This is an optimization exercise on Yosys and OpenROAD, whose aim is small area, not a production implementation.
Power is estimated from default activity; no workload was simulated.

==> flow/design.v <==
module pocsag_slicer (
    input  wire        clk,
    input  wire        rst,
    input  wire        in_valid,
    input  wire [15:0] in_sample,
    output wire        bit_valid,
    output wire        bit_val
);
    reg  [22:0] mag_acc;
    reg  [17:0] bit_sum;
    reg  [1:0]  samp_cnt;
    wire        v   = in_valid;
    wire        neg = in_sample[15];
    wire [22:0] op_b = {{7{v}}, ~mag_acc[22:7] & {16{v}}};
    wire [22:0] op_c = {7'd0, (in_sample ^ {16{neg}}) & {16{v}}};
    wire [22:0] cs_s = mag_acc ^ op_b ^ op_c;
    wire [23:0] cs_c = {(mag_acc & op_b) | (mag_acc & op_c) | (op_b & op_c), neg & v};
    wire [22:0] mag_next;
    wire [23:0] mc;
    assign mc[0] = v;
    genvar k;
    generate
        for (k = 0; k < 23; k = k + 1) begin : g_mag
            assign mag_next[k] = cs_s[k] ^ cs_c[k] ^ mc[k];
            assign mc[k + 1]   = (cs_s[k] & cs_c[k]) | (cs_s[k] & mc[k]) | (cs_c[k] & mc[k]);
        end
    endgenerate
    wire [17:0] op_s = {{2{neg}}, in_sample} & {18{v}};
    wire [17:0] sum_next;
    wire [18:0] sc;
    assign sc[0] = 1'b0;
    generate
        for (k = 0; k < 18; k = k + 1) begin : g_sum
            assign sum_next[k] = bit_sum[k] ^ op_s[k] ^ sc[k];
            assign sc[k + 1]   = (bit_sum[k] & op_s[k]) | (bit_sum[k] & sc[k]) | (op_s[k] & sc[k]);
        end
    endgenerate
    wire [16:0] mq = mag_next[22:6];
    wire [17:0] gc;
    assign gc[0] = 1'b0;
    generate
        for (k = 0; k < 17; k = k + 1) begin : g_cmp
            assign gc[k + 1] = (sum_next[k] & ~mq[k]) | (sum_next[k] & gc[k]) | (~mq[k] & gc[k]);
        end
    endgenerate
    wire last = &samp_cnt;
    assign bit_valid = v & last;
    assign bit_val   = ~sum_next[17] & gc[17];
    always @(posedge clk) begin
        if (rst) begin
            mag_acc  <= 23'd0;
            bit_sum  <= 18'd0;
            samp_cnt <= 2'd0;
        end else begin
            mag_acc  <= mag_next;
            bit_sum  <= (v & last) ? 18'd0 : sum_next;
            if (v)
                samp_cnt <= samp_cnt + 2'd1;
        end
    end
endmodule
module pocsag_bch (
    input  wire [31:0] cw_in,
    output reg  [31:0] cw_out,
    output reg         fail
);
    localparam [32*11-1:0] SYN_TAB = {
        11'h769, 11'h3B5, 11'h1DB, 11'h785, 11'h3C3, 11'h689, 11'h345, 11'h1A3,
        11'h7B9, 11'h3DD, 11'h1EF, 11'h79F, 11'h4A7, 11'h53B, 11'h5F5, 11'h2FB,
        11'h615, 11'h30B, 11'h6ED, 11'h377, 11'h6D3, 11'h401, 11'h201, 11'h101,
        11'h081, 11'h041, 11'h021, 11'h011, 11'h009, 11'h005, 11'h003, 11'h001
    };
    reg [10:0] syn;
    reg [31:0] flip;
    integer p;
    always @* begin
        syn = 11'd0;
        for (p = 0; p < 32; p = p + 1)
            if (cw_in[p])
                syn = syn ^ SYN_TAB[p*11 +: 11];
        flip = 32'd0;
        for (p = 0; p < 32; p = p + 1)
            if (syn == SYN_TAB[p*11 +: 11])
                flip[p] = 1'b1;
        cw_out = cw_in ^ flip;
        fail   = (syn != 11'd0) && (flip == 32'd0);
    end
endmodule
module pocsag_rx (
    input  wire        clk,
    input  wire        rst,
    input  wire        in_valid,
    input  wire [15:0] in_sample,
    output reg         pre_found,
    output reg         sync_found,
    output wire        out_valid,
    output wire [3:0]  out_index,
    output wire [31:0] out_word,
    output wire        out_fail,
    output wire        out_addr
);
    localparam PRE_MIN_T = 519;
    localparam [31:0]  KMP_P  = 32'h1BA84B3E;
    localparam [159:0] KMP_FB = {5'd2, 5'd2, 5'd4, 5'd1, 5'd1, 5'd5, 5'd1, 5'd1,
                                 5'd1, 5'd3, 5'd1, 5'd3, 5'd1, 5'd2, 5'd2, 5'd2,
                                 5'd3, 5'd1, 5'd2, 5'd3, 5'd1, 5'd4, 5'd1, 5'd1,
                                 5'd2, 5'd0, 5'd1, 5'd1, 5'd1, 5'd1, 5'd1, 5'd0};
    localparam [1:0] S_PRE   = 2'd0,
                     S_SYNC  = 2'd1,
                     S_BATCH = 2'd2;
    wire bit_valid, bit_val;
    pocsag_slicer u_slicer (
        .clk       (clk),
        .rst       (rst),
        .in_valid  (in_valid),
        .in_sample (in_sample),
        .bit_valid (bit_valid),
        .bit_val   (bit_val)
    );
    reg  [1:0]  state;
    reg  [5:0]  cnt;       
    reg  [3:0]  rnd;       
    reg         full;      
    reg  [9:0]  ptrans;
    reg         prev;      
    reg         emit;
    reg  [3:0]  ph;
    reg  [3:0]  stg;       
    reg  [3:0]  stv;
    reg  [3:0]  pf;        
    reg  [15:0] ring [0:35];
    wire in_pre   = (state == S_PRE);
    wire in_sync  = (state == S_SYNC);
    wire [3:0] grp = cnt[5:2];
    wire [1:0] c4  = cnt[1:0];
    wire [35:0] taps;
    genvar g;
    generate
        for (g = 0; g < 36; g = g + 1) begin : g_tap
            assign taps[g] = ring[g][0];
        end
    endgenerate
    wire [3:0] grp_e  = in_sync ? 4'd0 : grp;
    wire [1:0] c4_e   = in_sync ? 2'd0 : c4;
    wire [3:0] rnd_e  = in_sync ? 4'd0 : rnd;
    wire [3:0] last_g = in_pre ? 4'd8 : 4'd7;
    wire [3:0] prev_g = (grp_e == 4'd0) ? last_g : grp_e - 4'd1;
    wire       ok_cur = (ph + 4'd1 == rnd_e);
    wire       ok_old = (ph + 4'd2 == rnd_e);
    reg  [3:0] wr;
    reg  [3:0] wgrp [0:3];
    integer r;
    always @* begin
        for (r = 0; r < 4; r = r + 1) begin
            if (r < c4_e) begin
                wgrp[r] = grp_e;
                wr[r]   = stv[r] & ok_cur;
            end else begin
                wgrp[r] = prev_g;
                wr[r]   = stv[r] & ((grp_e == 4'd0) ? ok_old : ok_cur);
            end
        end
    end
    wire [3:0] next_g = (grp == 4'd8) ? 4'd0 : grp + 4'd1;
    wire       at_cur = (ph == rnd);
    wire       at_nxt = (ph == rnd + 4'd1);
    reg  [3:0] fhit;
    reg  [3:0] ftap;
    always @* begin
        for (r = 0; r < 4; r = r + 1) begin
            if (r > c4) begin
                ftap[r] = taps[4 * grp + r];
                fhit[r] = at_cur;
            end else begin
                ftap[r] = taps[4 * next_g + r];
                fhit[r] = (grp == 4'd8) ? at_nxt : at_cur;
            end
        end
    end
    wire [1:0] rs        = c4 + 2'd1;
    wire       t_sub     = full & (fhit[rs] ? ftap[rs] : pf[rs]);
    wire       pempty    = ~full & (rnd == 4'd0) & (cnt == 6'd0);
    wire       t_add     = ~pempty & (bit_val ^ prev);
    wire [9:0] ptrans_n  = ptrans + {9'd0, t_add} - {9'd0, t_sub};
    wire       full_n    = full | ((rnd == 4'd15) & (cnt == 6'd35));
    wire       pre_match = full_n & (ptrans_n >= PRE_MIN_T);
    wire       kmp_hit   = (bit_val == KMP_P[cnt[4:0]]);
    wire       sync_hit  = kmp_hit & (&cnt[4:0]);
    wire       lane_in   = in_pre ? (bit_val ^ prev) : bit_val;
    wire       store     = bit_valid & ~in_sync;
    integer j;
    always @(posedge clk) begin
        for (j = 0; j < 36; j = j + 1) begin
            ring[j][15:1] <= ring[j][14:0];
            ring[j][0]    <= (wr[j % 4] && wgrp[j % 4] == j / 4) ? stg[j % 4] : ring[j][15];
        end
        for (r = 0; r < 4; r = r + 1) begin
            if (fhit[r])
                pf[r] <= ftap[r];
            if (store && c4 == r)
                stg[r] <= lane_in;
        end
    end
    always @(posedge clk) begin
        if (rst) begin
            state      <= S_PRE;
            cnt        <= 6'd0;
            rnd        <= 4'd0;
            full       <= 1'b0;
            ptrans     <= 10'd0;
            pre_found  <= 1'b0;
            sync_found <= 1'b0;
            emit       <= 1'b0;
            ph         <= 4'd0;
            stv        <= 4'd0;
        end else begin
            pre_found  <= 1'b0;
            sync_found <= 1'b0;
            ph         <= ph + 4'd1;
            for (r = 0; r < 4; r = r + 1)
                if (wr[r])
                    stv[r] <= 1'b0;
            if (store)
                stv[c4] <= 1'b1;
            if (out_valid) begin
                rnd <= rnd + 4'd1;
                if (rnd == 4'd15)
                    emit <= 1'b0;
            end
            if (bit_valid) begin
                case (state)
                    S_PRE: begin
                        prev <= bit_val;
                        if (pre_match) begin
                            state     <= S_SYNC;
                            cnt       <= 6'd0;
                            rnd       <= 4'd0;
                            full      <= 1'b0;
                            ptrans    <= 10'd0;
                            pre_found <= 1'b1;
                        end else begin
                            ptrans <= ptrans_n;
                            if (cnt == 6'd35) begin
                                cnt <= 6'd0;
                                rnd <= rnd + 4'd1;
                                if (rnd == 4'd15)
                                    full <= 1'b1;
                            end else begin
                                cnt <= cnt + 6'd1;
                            end
                        end
                    end
                    S_SYNC: begin
                        cnt[4:0] <= kmp_hit ? cnt[4:0] + 5'd1 : KMP_FB[cnt[4:0]*5 +: 5];
                        if (sync_hit) begin
                            state      <= S_BATCH;
                            rnd        <= 4'd0;
                            sync_found <= 1'b1;
                        end
                    end
                    default: begin
                        cnt[4:0] <= cnt[4:0] + 5'd1;
                        if (&cnt[4:0]) begin
                            rnd <= rnd + 4'd1;
                            if (rnd == 4'd15) begin
                                state <= S_SYNC;
                                emit  <= 1'b1;
                            end
                        end
                    end
                endcase
            end
        end
    end
    wire [31:0] raw;
    generate
        for (g = 0; g < 32; g = g + 1) begin : g_raw
            assign raw[31 - g] = taps[g];
        end
    endgenerate
    pocsag_bch u_bch (
        .cw_in  (raw),
        .cw_out (out_word),
        .fail   (out_fail)
    );
    assign out_valid = emit & (ph == rnd);
    assign out_index = rnd;
    assign out_addr  = ~raw[31];
endmodule
clock: 14.0 ns
lec_check: 0
cap_margin: 20
core_margin: 2
core_utilization: 40
cts_buf_list: sky130_fd_sc_hd__clkbuf_16
cts_cluster_diameter: 120
cts_cluster_size: 30
slew_margin: 20
run.sh (not shown) runs the stock make flow with config.mk's settings and CLKGATE_MAP_FILE= SYNTH_SCRIPT=/design/flow/synth_recipe.tcl, a recipe that flattens the netlist after the stock synthesis.
The starting point produced a layout that fails on setup timing.
Rerun with:
--- a/flow/config.mk
+++ b/flow/config.mk
@@ -9,6 +9,6 @@
 export CORE_MARGIN = 2
 export CORE_UTILIZATION = 40
-export CTS_BUF_LIST = sky130_fd_sc_hd__clkbuf_16
-export CTS_CLUSTER_DIAMETER = 120
-export CTS_CLUSTER_SIZE = 30
+export CTS_BUF_LIST = sky130_fd_sc_hd__clkbuf_8
+export CTS_CLUSTER_DIAMETER = 80
+export CTS_CLUSTER_SIZE = 16
 export SLEW_MARGIN = 20
The changed run completed, yet does not pass: setup timing.
Synthesized cell count does not change.
Worst setup slack gets better by 0.017 ns.
Sequential share of layout area falls by 0.33 points.
Global-route usage rises by 0.34 points.
Worst hold slack gets worse by 0.0049 ns.
Clock power falls slightly.
Total power hardly moves.
First-iteration DRC count falls by a few percent.
Area after synthesis does not change.
Utilization rises by 0.27 points.
Combinational power barely changes.
Function was not checked in any run of this note: the RTL went through the layout flow alone.

[re-timing with driven ports]
How much do the figures lean on ideal ports? The routed layouts below were timed once more, with nothing changed but the port constraints. Step 1 (the two cells are an assumption about what drives the block):
set clk [get_ports {clk}]
set_driving_cell -lib_cell sky130_fd_sc_hd__clkbuf_16 $clk
set_driving_cell -lib_cell sky130_fd_sc_hd__buf_2 [delete_from_list [all_inputs] $clk]
Step 2 also shifts input and output timing later by t, the mid clock arrival at the registers, as if the neighbouring blocks saw the same clock. Three values: no drivers, after step 1, after step 2; two values: the first two.
| run | shift t [ns] | setup WS [ns] | slew at the worst register clock pin (ns) |
|---|---|---|---|
| the first run | 0.631 | -0.653 / -0.625 / -1.256 | 0.12 / 0.12 |
| the second run | 0.694 | -0.636 / -0.611 / -1.305 | 0.11 / 0.11 |
For the second run, which loses most, drivers alone change the setup slack by +0.025 ns; drivers and shift together by -0.669 ns.
